This is an optimization exercise on Yosys and OpenROAD, whose aim is small area, a short achievable clock period and few clock cycles, not a production implementation.
The RTL was checked by simulation tests, not by an equivalence proof against the original design.
Power is estimated from default activity; no workload was simulated.

==> flow/design.v, too long to show whole: its modules and the start of the top module <==
// module htcore_ct_rom: 778 lines
// module htcore: 616 lines
module htcore (
    input  wire       clk,
    input  wire       rst,         
    input  wire [7:0] cmd_data,
    input  wire       cmd_valid,
    output wire       cmd_ready,
    output wire [7:0] rsp_data,
    output wire       rsp_valid,
    input  wire       rsp_ready
);
  // ...
==> flow/flow/run.sh <==
#!/bin/bash
set -euo pipefail
bash standard.sh SETUP_SLACK_MARGIN=7.2 finish > standard_flow.log 2>&1
==> flow/standard.sh <==
#!/bin/bash
# synth_recipe.tcl (not shown) runs the flow's synth.tcl, then flattens the netlist and writes it again
# the make line also repeats each setting of config.mk as NAME=value (left out here)
make -C /OpenROAD-flow-scripts/flow DESIGN_CONFIG=/design/flow/config.mk WORK_HOME=/design/flow/orfs CLKGATE_MAP_FILE= SYNTH_SCRIPT=/design/flow/synth_recipe.tcl "${@:-finish}"
==> flow/config.mk <==
export PLATFORM = sky130hd
export DESIGN_NAME = htcore
export DESIGN_NICKNAME = htcore
export VERILOG_FILES = /design/flow/design.v
export SDC_FILE = /design/flow/constraint.sdc
export NUM_CORES = 4
export LEC_CHECK = 0
export ABC_CLOCK_PERIOD_IN_PS = 3000
export CAP_MARGIN = 20
export CELL_PAD_IN_SITES_DETAIL_PLACEMENT = 1
export CELL_PAD_IN_SITES_GLOBAL_PLACEMENT = 2
export CORE_MARGIN = 2
export CORE_UTILIZATION = 45
export PLACE_DENSITY = 0.55
export SLEW_MARGIN = 20
export SYNTH_MEMORY_MAX_BITS = 65536
==> flow/constraint.sdc <==
create_clock -name core_clock -period 12.0 [get_ports {clk}]
set_input_delay 2.4000 -clock core_clock [delete_from_list [all_inputs] [get_ports {clk}]]
set_output_delay 2.4000 -clock core_clock [all_outputs]
set_load 0.01 [all_outputs]
==> impl_metrics.toml, run 1 <==
[run_status]
status = "stopped before the end"
failed_stage = "global routing (5_1_grt)"
firstError = "[ERROR GRT-0116] Global routing finished with congestion. Check the congestion regions in the DRC Viewer."

[synth]
ys_ff_latch = 4402
ys.flop_type = "dfxtp_1"
syn_nets = 15600
synth_compound_area_share_pct = 11.9
ys_seq_area_share_pct = 57.3
synth.area.top_cells = "dfxtp_1, edfxtp_1, mux2i_1"
yosysWarnings = 34
synth-simple-area-share_pct = 8.44
synthCells = 14900
synth_top_area_share_pct = 39.7
syn_area_um2 = 171000
yosys.area.top_type = "dfxtp_1"
avgSynthCellArea_um2 = 11.5
synth_fa_ha_area_share_pct = 5.94
async_reset_ff_share_pct = 0
synth_top_cells_by_count = "dfxtp_1, nor2_1, a21oi_1, edfxtp_1, nand2_1"

[floorplan]
io-pin-count = 22
placementRows = 226
die_w_um = 621
die_y_um = 621
initial_core_util_pct = 45.2

[global_routing]
grtUsageMet3_pct = 42.4
use_met2_pct = 84.3
top_usage_layer = "met2"
grt_pass1_vias = 171000
grt_max_degree = 115

[placed_design]
place_area_um2 = 181000
placed_cells = 19700
hpwlAfterDp_um = 698000
dp_slack_ns = 5.88
gp_congestion = 1.35

[clock_tree]
numCtsBuffers = 421
cts_setup_buffers = 23
htreeDepth = 5
cts_root_buffer = "clkbuf_16"
cts.sinks = 4402
ctsResizeCount = 139
clockBufferDepth = 4
Testbench counts, summed over its fixed seeds: cycles 47,495.
==> module htcore, before the edit <==
module htcore (
    input  wire       clk,
    input  wire       rst,         
    input  wire [7:0] cmd_data,
    input  wire       cmd_valid,
    output wire       cmd_ready,
    output wire [7:0] rsp_data,
    output wire       rsp_valid,
    input  wire       rsp_ready
);
    localparam NTAB       = 2;
    localparam SLOT_DEPTH = 16;
    localparam MODK       = 2;       
    localparam MODC       = (32 + MODK - 1) / MODK;    
    localparam HW         = MODK * MODC;               
    localparam QD         = 3;       
    localparam FDEPTH     = 4;       
    localparam FAW        = 2;       
    localparam OP_GENERATE = 4'd1, OP_HASH = 4'd2, OP_CREATE = 4'd3, OP_PUT = 4'd4,
               OP_GET = 4'd5, OP_GETINDEX = 4'd6, OP_DEL = 4'd7, OP_LEN = 4'd8,
               OP_RELEASE = 4'd9;
    localparam ST_OK = 4'd0, ST_NOT_FOUND = 4'd1, ST_CAP = 4'd2, ST_INV_IDX = 4'd3,
               ST_BAD_TABLE = 4'd4, ST_FAULT = 4'd5;
    localparam FC_SIZE = 32'd1, FC_DEPTH = 32'd2, FC_BAD_TABLE = 32'd3, FC_TABLE_LIVE = 32'd4,
               FC_NOT_GENERATED = 32'd5, FC_ILLEGAL = 32'd6;
    localparam K_RESP = 3'd0,    
               K_CREATE = 3'd1, K_LEN = 3'd2, K_REL = 3'd3, K_GIDX = 3'd4,
               K_PUT = 3'd5, K_GET = 3'd6, K_DEL = 3'd7;
    integer i;
    reg        cmd_ready_r;
    reg [7:0]  ib;
    reg        ibv;
    assign cmd_ready = cmd_ready_r;
    reg        srst;
    always @(posedge clk)
        srst <= rst;
    always @(posedge clk) begin
        ib  <= cmd_data;
        ibv <= !rst && cmd_valid && cmd_ready_r;
    end
    wire [31:0] ctw [0:2];
    genvar gi;
    generate
        for (gi = 0; gi < 3; gi = gi + 1) begin : g_rom
            htcore_ct_rom u_rom (
                .addr ({gi[1:0], ib}),
                .data (ctw[gi])
            );
        end
    endgenerate
    reg [31:0] ct [0:2];
    reg [7:0]  kb;
    reg [8:0]  kb3;            
    reg        kbv;
    always @(posedge clk) begin
        ct[0] <= ctw[0];
        ct[1] <= ctw[1];
        ct[2] <= ctw[2];
        kb    <= ib;
        kb3   <= {1'b0, ib} + 9'd3;
        kbv   <= !rst && ibv;
    end
    localparam R_HDR = 2'd0, R_ARG = 2'd1, R_KEY = 2'd2, R_DEAD = 2'd3;
    reg [1:0]  rs;
    reg [1:0]  rb;             
    reg [23:0] rh;             
    reg [31:0] ra;             
    reg [3:0]  r_op;
    reg        r_t;
    reg [1:0]  r_ch;
    reg        gen_done;
    reg [NTAB-1:0] live;
    reg [4:0]  rsize [0:NTAB-1];
    reg [31:0] s2 [0:2];
    reg [31:0] sp [0:2];
    wire [31:0] s1 [0:2];
    wire [31:0] s2_nx [0:2];
    wire [31:0] sp_nx [0:2];
    generate
        for (gi = 0; gi < 3; gi = gi + 1) begin : g_lane
            wire [31:0] s1n = ct[gi] ^ sp[gi];
            wire [31:0] qa  = s2[gi];
            wire [31:0] qb  = {s2[gi][26:0], 5'd0};
            wire [31:0] qc  = {23'd0, kb3};
            wire [31:0] qs  = qa ^ qb ^ qc;                                    
            wire [31:0] qk  = {((qa[30:0] & qb[30:0]) | (qa[30:0] & qc[30:0]) | (qb[30:0] & qc[30:0])), 1'b0};
            wire [31:0] s1d = {s1n[30:0], 1'b0};
            wire [31:0] us  = s1n ^ qs ^ qk;                                   
            wire [31:0] uk  = {((s1n[30:0] & qs[30:0]) | (s1n[30:0] & qk[30:0]) | (qs[30:0] & qk[30:0])), 1'b0};
            wire [31:0] vs  = s1d ^ qs ^ qk;                                   
            wire [31:0] vk  = {((s1d[30:0] & qs[30:0]) | (s1d[30:0] & qk[30:0]) | (qs[30:0] & qk[30:0])), 1'b0};
            assign s1[gi]    = sp[gi] - s2[gi];
            assign s2_nx[gi] = us + uk;
            assign sp_nx[gi] = vs + vk;
        end
    endgenerate
    wire [31:0] hfull = {kb, rh};
    wire [3:0]  h_op  = hfull[3:0];
    wire [2:0]  h_ch  = hfull[6:4];
    wire        h_cb  = hfull[7];
    wire [7:0]  h_tid = hfull[15:8];
    wire        h_tok = (h_tid[7:1] == 7'd0);
    wire        h_t   = h_tid[0];
    wire        h_live = h_tok && live[h_t];
    wire h_illegal = !((h_op >= OP_GENERATE) && (h_op <= OP_RELEASE))
                  || (hfull[31:16] != 16'd0)
                  || (h_ch != 3'd0 && h_op != OP_HASH)
                  || (h_op == OP_HASH && h_ch > 3'd2)
                  || (h_cb && h_op != OP_RELEASE)
                  || (h_tid != 8'd0 && (h_op == OP_GENERATE || h_op == OP_HASH));
    wire h_needs_ct = (h_op == OP_HASH) || (h_op == OP_PUT) || (h_op == OP_GET) || (h_op == OP_DEL);
    wire [31:0] afull = {kb, ra[31:8]};
    wire        a_gidx_bad = (afull[31:5] != 27'd0) || (afull[4:0] >= rsize[r_t]);
    reg         p_v;
    reg [2:0]   p_kind;
    reg         p_t;
    reg [3:0]   p_st;
    reg [31:0]  p_w;
    always @(*) begin
        p_v    = 1'b0;
        p_kind = K_RESP;
        p_t    = r_t;
        p_st   = ST_OK;
        p_w    = 32'd0;
        if (kbv) begin
            case (rs)
            R_HDR: if (rb == 2'd3) begin
                p_t = h_t;
                if (h_illegal) begin
                    p_v = 1'b1; p_st = ST_FAULT; p_w = FC_ILLEGAL;
                end else if (h_needs_ct && !gen_done) begin
                    p_v = 1'b1; p_st = ST_FAULT; p_w = FC_NOT_GENERATED;
                end else begin
                    case (h_op)
                    OP_GENERATE: p_v = 1'b1;
                    OP_CREATE: begin
                        if (!h_tok) begin
                            p_v = 1'b1; p_st = ST_FAULT; p_w = FC_BAD_TABLE;
                        end else if (live[h_t]) begin
                            p_v = 1'b1; p_st = ST_FAULT; p_w = FC_TABLE_LIVE;
                        end
                    end
                    OP_LEN: begin
                        p_v = 1'b1;
                        if (h_live) p_kind = K_LEN;
                        else begin p_st = ST_BAD_TABLE; p_w = 32'hFFFFFFFF; end
                    end
                    OP_PUT, OP_GET, OP_GETINDEX, OP_DEL, OP_RELEASE: begin
                        if (!h_live) begin
                            p_v = 1'b1; p_st = ST_FAULT; p_w = FC_BAD_TABLE;
                        end else if (h_op == OP_RELEASE) begin
                            p_v = 1'b1;
                            if (h_cb) p_kind = K_REL;
                        end
                    end
                    default: ;
                    endcase
                end
            end
            R_ARG: if (rb == 2'd3) begin
                p_v = 1'b1;
                if (r_op == OP_CREATE) begin
                    if (afull == 32'd0 || afull[31]) begin
                        p_st = ST_FAULT; p_w = FC_SIZE;
                    end else if (afull > SLOT_DEPTH) begin
                        p_st = ST_FAULT; p_w = FC_DEPTH;
                    end else begin
                        p_kind = K_CREATE; p_w = {31'd0, r_t};
                    end
                end else if (r_op == OP_GETINDEX) begin
                    if (a_gidx_bad) p_st = ST_INV_IDX;
                    else begin p_kind = K_GIDX; p_w = afull; end
                end else
                    p_v = 1'b0;      
            end
            R_KEY: if (kb == 8'd0) begin
                p_v = 1'b1;
                case (r_op)
                OP_HASH: p_w = s1[r_ch];
                OP_PUT:  begin p_kind = K_PUT; p_w = ra; end
                OP_GET:  p_kind = K_GET;
                default: p_kind = K_DEL;
                endcase
            end
            default: ;
            endcase
        end
    end
    always @(posedge clk) begin
        if (srst) begin
            rs       <= R_HDR;
            rb       <= 2'd0;
            gen_done <= 1'b0;
            live     <= {NTAB{1'b0}};
        end else if (kbv) begin
            case (rs)
            R_HDR: begin
                rh <= {kb, rh[23:8]};
                rb <= rb + 2'd1;
                if (rb == 2'd3) begin
                    r_op <= h_op;
                    r_t  <= h_t;
                    r_ch <= h_ch[1:0];
                    for (i = 0; i < 3; i = i + 1) begin
                        s2[i] <= 32'hEEEEEEEE;
                        sp[i] <= 32'h6EDC6EDB;       
                    end
                    if (p_v && p_st == ST_FAULT)
                        rs <= R_DEAD;
                    else begin
                        case (h_op)
                        OP_GENERATE: gen_done <= 1'b1;
                        OP_HASH, OP_GET, OP_DEL: rs <= R_KEY;
                        OP_CREATE, OP_PUT, OP_GETINDEX: rs <= R_ARG;
                        OP_RELEASE: live[h_t] <= 1'b0;
                        default: ;
                        endcase
                    end
                end
            end
            R_ARG: begin
                ra <= afull;
                rb <= rb + 2'd1;
                if (rb == 2'd3) begin
                    if (p_v && p_st == ST_FAULT)
                        rs <= R_DEAD;
                    else if (r_op == OP_PUT)
                        rs <= R_KEY;
                    else begin
                        rs <= R_HDR;
                        if (r_op == OP_CREATE) begin
                            live[r_t]  <= 1'b1;
                            rsize[r_t] <= afull[4:0];
                        end
                    end
                end
            end
            R_KEY: begin
                if (kb == 8'd0)
                    rs <= R_HDR;
                else begin
                    for (i = 0; i < 3; i = i + 1) begin
                        s2[i] <= s2_nx[i];
                        sp[i] <= sp_nx[i];
                    end
                end
            end
            default: ;   
            endcase
        end
    end
    reg [2:0]   qkind[0:QD-1];
    reg         qt   [0:QD-1];
    reg [3:0]   qst  [0:QD-1];
    reg [31:0]  qw   [0:QD-1];
    reg [31:0]  qha  [0:QD-1];
    reg [31:0]  qhb  [0:QD-1];
    reg [HW-1:0] qhid [0:QD-1];
    reg [4:0]   qn   [0:QD-1];
    reg [3:0]   qrem [0:QD-1];
    reg [4:0]   qmc  [0:QD-1];         
    function [3:0] mod_steps;
        input [3:0]  r0;
        input [MODK-1:0] bits;
        input [4:0]  n;
        reg   [3:0]  r;
        reg   [4:0]  t;
        integer k;
        begin
            r = r0;
            for (k = MODK - 1; k >= 0; k = k - 1) begin
                t = {r, bits[k]};
                r = (t >= n) ? (t - n) : t[3:0];
            end
            mod_steps = r;
        end
    endfunction
    reg [HW-1:0] qhid_s [0:QD-1];
    reg [3:0]   qrem_s [0:QD-1];
    reg [4:0]   qmc_s  [0:QD-1];
    always @(*) begin
        for (i = 0; i < QD; i = i + 1) begin
            if (qmc[i] == MODC) begin
                qhid_s[i] = qhid[i]; qrem_s[i] = qrem[i]; qmc_s[i] = qmc[i];
            end else begin
                qhid_s[i] = qhid[i] << MODK;
                qrem_s[i] = mod_steps(qrem[i], qhid[i][HW-1:HW-MODK], qn[i]);
                qmc_s[i]  = qmc[i] + 5'd1;
            end
        end
    end
    reg [1:0]   qwp, qrp;
    reg [1:0]   q_cnt;
    wire [1:0]  qwp_nx = (qwp == QD - 1) ? 2'd0 : qwp + 2'd1;
    wire [1:0]  qrp_nx = (qrp == QD - 1) ? 2'd0 : qrp + 2'd1;
    wire        x_pop;                  
    reg         xv;                     
    wire        x_load = (x_pop || !xv);
    wire        q_take = x_load && (q_cnt != 2'd0);
    wire [4:0]  n_new    = rsize[r_t];
    wire        n_pow2   = (n_new & (n_new - 5'd1)) == 5'd0;
    wire [3:0]  n_mask   = n_new[3:0] - 4'd1;
    always @(posedge clk) begin
        if (rst || srst)
            cmd_ready_r <= 1'b1;
        else
            cmd_ready_r <= ({1'b0, q_cnt} + {2'd0, p_v} <= QD - 1);
        if (srst) begin
            qwp   <= 2'd0;
            qrp   <= 2'd0;
            q_cnt <= 2'd0;
        end else begin
            if (p_v)    qwp <= qwp_nx;
            if (q_take) qrp <= qrp_nx;
            if (p_v && !q_take)      q_cnt <= q_cnt + 2'd1;
            else if (!p_v && q_take) q_cnt <= q_cnt - 2'd1;
        end
        for (i = 0; i < QD; i = i + 1) begin
            if (p_v && qwp == i) begin
                qkind[i] <= p_kind; qt[i] <= p_t; qst[i] <= p_st;
                qw[i] <= p_w; qha[i] <= s1[1]; qhb[i] <= s1[2]; qn[i] <= n_new;
                qhid[i] <= s1[0];
                qrem[i] <= n_pow2 ? (s1[0][3:0] & n_mask) : 4'd0;
                qmc[i]  <= n_pow2 ? MODC : 5'd0;
            end else begin
                qhid[i] <= qhid_s[i]; qrem[i] <= qrem_s[i]; qmc[i] <= qmc_s[i];
            end
        end
    end
    reg [2:0]   xkind;
    reg         xt;
    reg [3:0]   xst;
    reg [31:0]  xw, xha, xhb;
    reg [4:0]   xn;
    reg [HW-1:0] xhid;
    reg [3:0]   xrem;
    reg [4:0]   xmc;
    wire        xmd = (xmc == MODC);
    always @(posedge clk) begin
        if (srst)
            xv <= 1'b0;
        else if (x_load)
            xv <= (q_cnt != 2'd0);
        if (q_take) begin
            xkind <= qkind[qrp]; xt <= qt[qrp]; xst <= qst[qrp];
            xw <= qw[qrp]; xha <= qha[qrp]; xhb <= qhb[qrp]; xn <= qn[qrp];
            xhid <= qhid_s[qrp]; xrem <= qrem_s[qrp]; xmc <= qmc_s[qrp];
        end else if (!xmd) begin
            xhid <= xhid << MODK;
            xrem <= mod_steps(xrem, xhid[HW-1:HW-MODK], xn);
            xmc  <= xmc + 5'd1;
        end
    end
    wire        q0_v    = xv;
    wire [2:0]  q0_kind = xkind;
    wire        q0_t    = xt;
    wire [3:0]  q0_st   = xst;
    wire [31:0] q0_w    = xw;
    wire [31:0] q0_ha   = xha;
    wire [31:0] q0_hb   = xhb;
    wire [4:0]  q0_n    = xn;
    wire [3:0]  q0_rem  = xrem;
    wire        q0_md   = xmd;
    reg [3:0]    rot;
    reg [1535:0] ring0, ring1;         
    reg [15:0]   occ0, occ1;           
    reg [4:0]    tlen [0:NTAB-1];
    wire [15:0]   occ_t  = q0_t ? occ1 : occ0;
    localparam X_IDLE = 3'd0, X_SEL = 3'd1, X_ACT = 3'd2, X_RFIND = 3'd3, X_RPUSH = 3'd4,
               X_ROT = 3'd5;
    reg [2:0]  xs;
    reg [15:0] matp;                   
    reg [15:0] xskip;                  
    reg [3:0]  xrot;                   
    reg [3:0]  xslot;
    reg        xfound;
    reg [4:0]  xpos;
    reg [36:0]  fmem [0:FDEPTH-1];       
    reg [FAW-1:0] fwp, frp;
    reg [FAW:0] fcnt;                    
    reg [FAW:0] fall;                    
    reg         fw_v;                    
    reg [36:0]  fw_d;
    wire        f_room = (fall != FDEPTH);
    reg [15:0] cmp0, cmp1;
    always @(*) begin
        for (i = 0; i < SLOT_DEPTH; i = i + 1) begin
            cmp0[i] = (ring0[96*i+64 +: 32] == q0_ha);
            cmp1[i] = (ring1[96*i+64 +: 32] == q0_ha);
        end
    end
    wire [15:0] cmp_mat = q0_t ? cmp1 : cmp0;
    reg [15:0] matl;                   
    reg [15:0] cand, cand_hi;
    reg [3:0]  sel_lo, sel_hi;
    reg        any_lo, any_hi;
    always @(*) begin
        for (i = 0; i < SLOT_DEPTH; i = i + 1) begin
            cand[i]    = (i < q0_n) && (!occ_t[i] || (q0_kind != K_PUT && matl[i] && !xskip[i]));
            cand_hi[i] = cand[i] && (i >= q0_rem);
        end
        sel_lo = 4'd0; any_lo = 1'b0;
        sel_hi = 4'd0; any_hi = 1'b0;
        for (i = SLOT_DEPTH - 1; i >= 0; i = i - 1) begin
            if (cand[i])    begin sel_lo = i[3:0]; any_lo = 1'b1; end
            if (cand_hi[i]) begin sel_hi = i[3:0]; any_hi = 1'b1; end
        end
    end
    wire [3:0] sel = any_hi ? sel_hi : sel_lo;
    reg [3:0] rel_sel;
    reg       rel_any;
    always @(*) begin
        rel_sel = 4'd0; rel_any = 1'b0;
        for (i = SLOT_DEPTH - 1; i >= 0; i = i - 1)
            if (occ_t[i] && (i >= xpos)) begin rel_sel = i[3:0]; rel_any = 1'b1; end
    end
    wire [3:0]  rd_slot = (xs == X_IDLE) ? q0_w[3:0] : xslot;
    wire        rd_hi   = (rot[3] != rd_slot[3]);
    wire [31:0] rd_val  = q0_t ? (rd_hi ? ring1[96*8 +: 32] : ring1[31:0])
                               : (rd_hi ? ring0[96*8 +: 32] : ring0[31:0]);
    wire        rd_occ  = occ_t[rd_slot];
    wire [3:0]  rot_nx  = rot + 4'd1;
    wire        nx_hi   = (rot_nx[3] != xslot[3]);
    wire [31:0] nx_hb   = q0_t ? (nx_hi ? ring1[96*9+32 +: 32] : ring1[96+32 +: 32])
                               : (nx_hi ? ring0[96*9+32 +: 32] : ring0[96+32 +: 32]);
    reg         x_fresh;           
    reg         x_tap;             
    reg         x_beq;             
    always @(posedge clk) begin
        x_tap <= (rot_nx[2:0] == xslot[2:0]);
        x_beq <= (nx_hb == q0_hb);
    end
    wire        put_now = (rot[2:0] == xslot[2:0]);
    wire        act_go  = f_room && (!xfound || (!x_fresh && x_tap));
    wire        b_miss  = (q0_kind != K_PUT) && xfound && !x_beq;
    reg         f_push;
    reg [36:0]  f_data;
    reg         xp;
    always @(*) begin
        f_push = 1'b0;
        f_data = 37'd0;
        xp     = 1'b0;
        case (xs)
        X_IDLE: if (q0_v && f_room) begin
            case (q0_kind)
            K_RESP:   begin f_push = 1'b1; f_data = {1'b0, q0_st, q0_w}; xp = 1'b1; end
            K_CREATE: begin f_push = 1'b1; f_data = {1'b0, ST_OK, q0_w}; xp = 1'b1; end
            K_LEN:    begin f_push = 1'b1; f_data = {1'b0, ST_OK, 27'd0, tlen[q0_t]}; xp = 1'b1; end
            K_REL:    begin f_push = 1'b1; f_data = {1'b0, ST_OK, 27'd0, tlen[q0_t]}; end
            K_GIDX:   if (rot[2:0] == q0_w[2:0]) begin
                f_push = 1'b1;
                f_data = rd_occ ? {1'b0, ST_OK, rd_val} : {1'b0, ST_NOT_FOUND, 32'd0};
                xp = 1'b1;
            end
            default: ;
            endcase
        end
        X_ACT: if (act_go && !b_miss) begin
            f_push = 1'b1;
            xp     = 1'b1;
            if (q0_kind == K_PUT)
                f_data = xfound ? {1'b0, ST_OK, 28'd0, xslot} : {1'b0, ST_CAP, 32'd0};
            else
                f_data = xfound ? {1'b0, ST_OK, rd_val} : {1'b0, ST_NOT_FOUND, 32'd0};
        end
        X_RFIND: if (!rel_any) xp = 1'b1;
        X_RPUSH: if (f_room && put_now) begin
            f_push = 1'b1;
            f_data = {1'b1, 4'd0, rd_val};
        end
        default: ;
        endcase
    end
    assign x_pop = xp;
    wire put_wr = (xs == X_ACT) && act_go && xfound && (q0_kind == K_PUT);
    wire [95:0] put_word = {q0_ha, q0_hb, q0_w};
    always @(posedge clk) begin
        if (srst)
            rot <= 4'd0;
        else
            rot <= rot + 4'd1;
        ring0 <= {ring0[95:0], ring0[1535:96]};
        ring1 <= {ring1[95:0], ring1[1535:96]};
        if (put_wr) begin
            if (!q0_t) begin
                if (rot[3] == xslot[3]) ring0[1535:1440] <= put_word;
                else                    ring0[767:672]   <= put_word;
            end else begin
                if (rot[3] == xslot[3]) ring1[1535:1440] <= put_word;
                else                    ring1[767:672]   <= put_word;
            end
        end
    end
    always @(posedge clk) begin
        if (srst) begin
            xs <= X_IDLE;
        end else begin
            case (xs)
            X_IDLE: if (q0_v) begin
                case (q0_kind)
                K_CREATE: if (f_room) begin
                    tlen[q0_t] <= 5'd0;
                    if (q0_t) occ1 <= 16'd0; else occ0 <= 16'd0;
                end
                K_REL: if (f_room) begin
                    xpos <= 5'd0;
                    xs   <= X_RFIND;
                end
                K_PUT, K_GET, K_DEL: begin
                    matp  <= cmp_mat;
                    xskip <= 16'd0;
                    xrot <= rot;
                    xs   <= X_ROT;
                end
                default: ;
                endcase
            end
            X_ROT: begin
                for (i = 0; i < SLOT_DEPTH; i = i + 1)
                    matl[i] <= matp[(i - xrot) & 15];
                xs <= X_SEL;
            end
            X_SEL: if (q0_md) begin
                xslot  <= sel;
                xfound <= (any_hi || any_lo) && (q0_kind == K_PUT || occ_t[sel]);
                xs     <= X_ACT;
                x_fresh <= 1'b1;
            end
            X_ACT: begin
                x_fresh <= 1'b0;
                if (act_go && b_miss) begin
                    xskip[xslot] <= 1'b1;
                    xs <= X_SEL;
                end else if (act_go) begin
                    if (xfound) begin
                        if (q0_kind == K_PUT) begin
                            if (q0_t) occ1[xslot] <= 1'b1; else occ0[xslot] <= 1'b1;
                            tlen[q0_t] <= tlen[q0_t] + 5'd1;
                        end else if (q0_kind == K_DEL) begin
                            if (q0_t) occ1[xslot] <= 1'b0; else occ0[xslot] <= 1'b0;
                            tlen[q0_t] <= tlen[q0_t] - 5'd1;
                        end
                    end
                    xs <= X_IDLE;
                end
            end
            X_RFIND: begin
                xslot <= rel_sel;
                xs    <= rel_any ? X_RPUSH : X_IDLE;
            end
            X_RPUSH: if (f_room && put_now) begin
                xpos <= {1'b0, xslot} + 5'd1;
                xs   <= X_RFIND;
            end
            default: xs <= X_IDLE;
            endcase
        end
    end
    reg [2:0]  bi;
    reg        b0v, b1v;
    reg [7:0]  b0d, b1d;
    wire [36:0] f_head = fmem[frp];
    wire [2:0]  b_idx  = {bi[2] | f_head[36], bi[1:0]};
    wire        inc_v  = (fcnt != 0) && !b1v;
    wire [7:0]  inc_d  = b_idx[2] ? f_head[8*b_idx[1:0] +: 8]
                                  : ((b_idx[1:0] == 2'd0) ? {4'd0, f_head[35:32]} : 8'd0);
    wire        f_pop  = inc_v && (b_idx == 3'd7);
    always @(posedge clk) begin
        fw_d <= f_data;
        if (fw_v)
            fmem[fwp] <= fw_d;
        if (srst) begin
            fw_v <= 1'b0;
            fwp  <= {FAW{1'b0}};
            frp  <= {FAW{1'b0}};
            fcnt <= {(FAW+1){1'b0}};
            fall <= {(FAW+1){1'b0}};
            bi   <= 3'd0;
        end else begin
            fw_v <= f_push;
            if (fw_v)   fwp <= fwp + 1'b1;
            if (f_pop)  frp <= frp + 1'b1;
            if (fw_v && !f_pop)      fcnt <= fcnt + 1'b1;
            else if (!fw_v && f_pop) fcnt <= fcnt - 1'b1;
            if (f_push && !f_pop)      fall <= fall + 1'b1;
            else if (!f_push && f_pop) fall <= fall - 1'b1;
            if (f_pop)
                bi <= 3'd0;
            else if (inc_v)
                bi <= bi + 3'd1;
        end
    end
    wire take = rsp_ready && b0v;
    always @(posedge clk) begin
        if (rst || srst) begin
            b0v <= 1'b0;
            b1v <= 1'b0;
        end else if (!b0v) begin
            b0v <= inc_v;
            b0d <= inc_d;
        end else if (!b1v) begin
            if (take) begin
                b0v <= inc_v;
                b0d <= inc_d;
            end else if (inc_v) begin
                b1v <= 1'b1;
                b1d <= inc_d;
            end
        end else if (take) begin
            b0d <= b1d;
            b1v <= 1'b0;
        end
    end
    assign rsp_valid = b0v;
    assign rsp_data  = b0d;
endmodule
==> run 2: changes to the inputs <==
--- a/flow/design.v
+++ b/flow/design.v
@@ -791,6 +791,7 @@
     localparam MODK       = 2;       
     localparam MODC       = (32 + MODK - 1) / MODK;    
     localparam HW         = MODK * MODC;               
+    localparam CMPW       = 6;       
     localparam QD         = 3;       
     localparam FDEPTH     = 4;       
     localparam FAW        = 2;       
@@ -1144,12 +1145,9 @@
     reg [15:0]   occ0, occ1;           
     reg [4:0]    tlen [0:NTAB-1];
     wire [15:0]   occ_t  = q0_t ? occ1 : occ0;
-    localparam X_IDLE = 3'd0, X_SEL = 3'd1, X_ACT = 3'd2, X_RFIND = 3'd3, X_RPUSH = 3'd4,
-               X_ROT = 3'd5;
+    localparam X_IDLE = 3'd0, X_SEL = 3'd1, X_ACT = 3'd2, X_RFIND = 3'd3, X_RPUSH = 3'd4;
     reg [2:0]  xs;
-    reg [15:0] matp;                   
     reg [15:0] xskip;                  
-    reg [3:0]  xrot;                   
     reg [3:0]  xslot;
     reg        xfound;
     reg [4:0]  xpos;
@@ -1163,8 +1161,8 @@
     reg [15:0] cmp0, cmp1;
     always @(*) begin
         for (i = 0; i < SLOT_DEPTH; i = i + 1) begin
-            cmp0[i] = (ring0[96*i+64 +: 32] == q0_ha);
-            cmp1[i] = (ring1[96*i+64 +: 32] == q0_ha);
+            cmp0[i] = (ring0[96*i+64 +: CMPW] == q0_ha[CMPW-1:0]);
+            cmp1[i] = (ring1[96*i+64 +: CMPW] == q0_ha[CMPW-1:0]);
         end
     end
     wire [15:0] cmp_mat = q0_t ? cmp1 : cmp0;
@@ -1199,17 +1197,17 @@
     wire        rd_occ  = occ_t[rd_slot];
     wire [3:0]  rot_nx  = rot + 4'd1;
     wire        nx_hi   = (rot_nx[3] != xslot[3]);
-    wire [31:0] nx_hb   = q0_t ? (nx_hi ? ring1[96*9+32 +: 32] : ring1[96+32 +: 32])
-                               : (nx_hi ? ring0[96*9+32 +: 32] : ring0[96+32 +: 32]);
+    wire [63:0] nx_hab  = q0_t ? (nx_hi ? ring1[96*9+32 +: 64] : ring1[96+32 +: 64])
+                               : (nx_hi ? ring0[96*9+32 +: 64] : ring0[96+32 +: 64]);
     reg         x_fresh;           
     reg         x_tap;             
     reg         x_beq;             
     always @(posedge clk) begin
         x_tap <= (rot_nx[2:0] == xslot[2:0]);
-        x_beq <= (nx_hb == q0_hb);
+        x_beq <= (nx_hab == {q0_ha, q0_hb});
     end
     wire        put_now = (rot[2:0] == xslot[2:0]);
-    wire        act_go  = f_room && (!xfound || (!x_fresh && x_tap));
+    wire        act_go  = f_room && (!xfound || ((q0_kind == K_PUT) ? put_now : (!x_fresh && x_tap)));
     wire        b_miss  = (q0_kind != K_PUT) && xfound && !x_beq;
     reg         f_push;
     reg [36:0]  f_data;
@@ -1285,19 +1283,14 @@
                     xs   <= X_RFIND;
                 end
                 K_PUT, K_GET, K_DEL: begin
-                    matp  <= cmp_mat;
+                    for (i = 0; i < SLOT_DEPTH; i = i + 1)
+                        matl[i] <= cmp_mat[(i - rot) & 15];
                     xskip <= 16'd0;
-                    xrot <= rot;
-                    xs   <= X_ROT;
+                    xs   <= X_SEL;
                 end
                 default: ;
                 endcase
             end
-            X_ROT: begin
-                for (i = 0; i < SLOT_DEPTH; i = i + 1)
-                    matl[i] <= matp[(i - xrot) & 15];
-                xs <= X_SEL;
-            end
             X_SEL: if (q0_md) begin
                 xslot  <= sel;
                 xfound <= (any_hi || any_lo) && (q0_kind == K_PUT || occ_t[sel]);
==> flow/run.sh (new file) <==
#!/bin/bash
# synth_recipe.tcl (not shown) runs the flow's synth.tcl, then flattens the netlist and writes it again
# the make line also repeats each setting of config.mk as NAME=value (left out here)
make -C /OpenROAD-flow-scripts/flow DESIGN_CONFIG=/design/flow/config.mk WORK_HOME=/design/flow/orfs CLKGATE_MAP_FILE= SYNTH_SCRIPT=/design/flow/synth_recipe.tcl finish
--- a/flow/config.mk
+++ b/flow/config.mk
@@ -10,7 +10,8 @@
 export CELL_PAD_IN_SITES_DETAIL_PLACEMENT = 1
 export CELL_PAD_IN_SITES_GLOBAL_PLACEMENT = 2
 export CORE_MARGIN = 2
-export CORE_UTILIZATION = 45
-export PLACE_DENSITY = 0.55
+export CORE_UTILIZATION = 30
+export PLACE_DENSITY = 0.4
+export SETUP_SLACK_MARGIN = 5
 export SLEW_MARGIN = 20
 export SYNTH_MEMORY_MAX_BITS = 65536
removed: flow/flow/run.sh
removed: flow/standard.sh
==> run 2 against run 1 <==
Now clean on timing, DRC and antenna. Area after synthesis fell by 4.9%. Synthesized cell count fell by 6.6%.
==> impl_metrics.toml, run 2 <==
[run_status]
status = "timing/DRC/antenna clean"

[finish]
ff_latch_area_um2 = 97600
nFillCells = 57500
largestRegisters = "ring0 (1536), ring1 (1536), fmem (144)"
mostFrequentLayoutCells = "dfxtp_1, edfxtp_1, a21oi_1, nor2_1, nand2_1"
stdcell_area_um2 = 194000
drive_gt1_share_pct = 17.7
mostFrequentLayoutCell = "dfxtp_1"
nets = 15100
multi_input_area_um2 = 63500
area_delta_synth_final_pct = 19.3

[clock_tree]
numCtsBuffers = 445
cts_setup_buffers = 0
htreeDepth = 5
cts-hold-fix-buffers = 0
cts_root_buffer = "clkbuf_16"
clk-insertion-delay-late_ns = 1.13
cts_tree = "yes"
path_clk_slew_ns = 0.07
cts.sinks = 4382
clockBufferDepth = 4
ctsResizeCount = 0

[placed_design]
io_buffers = 21
hpwlAfterDp_um = 752000
place_area_um2 = 177000
gp_congestion = 1.18

[synth]
synth_cell_types = 103
ys.flop_type = "dfxtp_1"
synth_fa_ha_area_share_pct = 6.24
synth-xor-area-share_pct = 2.98
synth.area.mux_share_pct = 7.18
ys_seq_area_share_pct = 59.9
async_reset_ff_share_pct = 0
synth_top_family_by_area = "compound AO/OA/AOI/OAI gates"
synth_compound_area_share_pct = 12.7
synth_top_area_share_pct = 41.7
yosysWarnings = 34
synth.area.top_cells = "dfxtp_1, edfxtp_1, ha_1"
synth-simple-area-share_pct = 8.34
yosys.area.top_type = "dfxtp_1"
synthCells = 14000
synth_top_cells_by_count = "dfxtp_1, nor2_1, edfxtp_1, a21oi_1, nand2_1"
avgSynthCellArea_um2 = 11.7
syn_area_um2 = 163000
ys_ff_latch = 4382
synth_edf_count = 983
syn_nets = 14700
synth_most_common_cell = "dfxtp_1"

[timing]
drv_slew = 0
finalSetupViolCount = 0
slew_headroom_pct = 3.38
finalSetupTns_ns = 0
hold_viol = 0
fmax_mhz = 142
fin_crit_sh_pct = 58.6
skew_ns = 0.186
hold_ws_ns = 0.190
rsz0062_at_grt = "no"
fin_crit_ns = 7.03
tightest_slew_ns = 1.44

[routing]
routed_via_density = 5.96
ant_nets = 0
firstDrtPassIters = 9
wire_per_inst_um = 47.5
drt-total-wl_um = 1060000
vias = 133000
drc = 0
drt_iter0_drc = 15900

[critical_path]
crit_type = "flop to flop"
rrSetupSlack_ns = 4.97
critPathBufInv = 3
critPathCaptureType = "flop"
reg2regPathDepth = 12
critPathLaunch = "ib[0]"
critPathCapture = "ct[2][28]"
cp_max_fo = 17
slowest_stage = "nand2_2"
crit_chain = "buf_4, clkinv_1, buf_4, ha_2, nand2_1, nand2_2, nand2_1, a32oi_1, nand2_1, o2111ai_1, o311ai_0, o21ai_0"
cp_data_required_time_ns = 12.96
worstPathArrival_ns = 7.99
crit_top_cell = "nand2_1"
crit_path_max_incr_delay_ns = 1.05
critPathTopFamily = "simple AND/OR/NAND/NOR gates"
rr_endpoint = "ct[2][28]"
start_kind = "flop"
reg2reg_from = "ib[0]"
cp.depth = 12

[floorplan]
initial_core_util_pct = 30.1
coreArea_um2 = 541000
placementRows = 270
io-pin-count = 22
die_area_um2 = 549000
die_w_um = 741
die_y_um = 741

[run]
cap_violations = 0

[global_routing]
grt_pass1_wl_um = 1380000
grt_use_total_pct = 38.6
grt_pass1_vias = 127000
grt_antenna_before_repair = 323
overflow = 0
grt_max_degree = 141

[power]
power-per-cell-area_nw_per_um2 = 203
power.leakage_nw = 74.4
ir_drop_mv = 0.174

[worst_hold_path]
hp-class = "flop to flop"
-- run 2: changes by cell type after synthesis, sizes merged, moves of 33 or more --
cell | previous run | this run
nor3 | 250 | 283
a21oi | 1034 | 957
mux2i | 707 | 315
xnor2 | 693 | 273
o21ai | 734 | 784
xor2 | 248 | 282
clkbuf | 675 | 553
nand4 | 91 | 58
nor4 | 193 | 86
nand2 | 913 | 868
buf | 142 | 184
-- run 2: routing by layer --
metal	vias up	global-route usage, %	routed length (µm)
met5	-	4.48	2480
li1	51700	-	-
met3	3902	20.0	111000
met1	68400	44.7	414000
met2	9148	52.6	429000
met4	112	30.9	107000
-- run 2: cells by family after synthesis --
logic type / count (synthesis)
simple gates: 3024
xor+xnor: 555
buf+inv: 1147
mux: 927
flops: 4382
fa+ha+maj: 686
compound gates: 3234
-- run 2: final cells by class --
cell class                 instances  area share [%]
antenna                          346           0.445
clock buffer                     645            6.74
clock inverter                   178            1.15
inverter                         410           0.804
multi-input combinational       8426            32.7
sequential                      4382            50.2
tap                             7208            4.64
timing repair buffer             758            3.35
-- run 2: per-stage QoR --
stage                     cells  total power, mW  setup slack, ns  utilization [%]
after CTS                 22000             39.4             5.84             35.5
after detailed placement  21100             24.9             5.88             32.7
after global placement    21100             24.8             5.57             32.5
after floorplan           14000             20.9             6.03                -
after global routing      22100             40.8             5.37             35.8
final                     22400             39.6             4.97             35.9
-- run 2: worst min path at each step --
stage / cells past startpoint / end / slack [ns] / from
3_5_place_dp: 0 / ring1[1019] / 0.31 / ring1[1115]
5_1_grt: 0 / ring0[429] / 0.22 / ring0[525]
2_1_floorplan: 0 / ring0[0] / 0.31 / ring0[96]
3_3_place_gp: 0 / ring1[538] / 0.31 / ring1[634]
6_report: 0 / ring1[435] / 0.19 / ring1[531]
4_1_cts: 0 / ring0[429] / 0.20 / ring0[525]
-- run 2: power by group --
part           switching [mW]  internal (mW)
Sequential              0.869           15.8
Combinational            6.06           2.44
Clock                    6.24           8.15
Total                    13.2           26.4
Testbench counts of run 2, summed over its fixed seeds: cycles 47,442.

separate check: timing with driven ports:
The results above use ideal ports. As a check the final layout listed here was re-extracted and re-timed, cells and wires unchanged. Step 1, drivers: a clkbuf_16 drives clk and a buf_2 each remaining input, both assumed. Step 2, shift: input delay + t, output delay - t, t = (earliest + latest rising clock arrival at the registers) / 2. This alone moves slack from input paths to output paths. Three values: ideal ports, drivers, drivers and shift; two values: the first two.
run: run 2
t (ns): 1.175
slack for setup (ns): 4.972 / 4.972 / 4.972
latest minus earliest clock arrival (ns): 0.188 / 0.187
worst register clock-pin slew, ns: 0.08 / 0.08
pins driven straight from the clock port: 1
After both steps setup and hold are still met in run 2. The setup slack of run 2 moves by 0.000 ns with the drivers and by 0.000 ns with both steps.
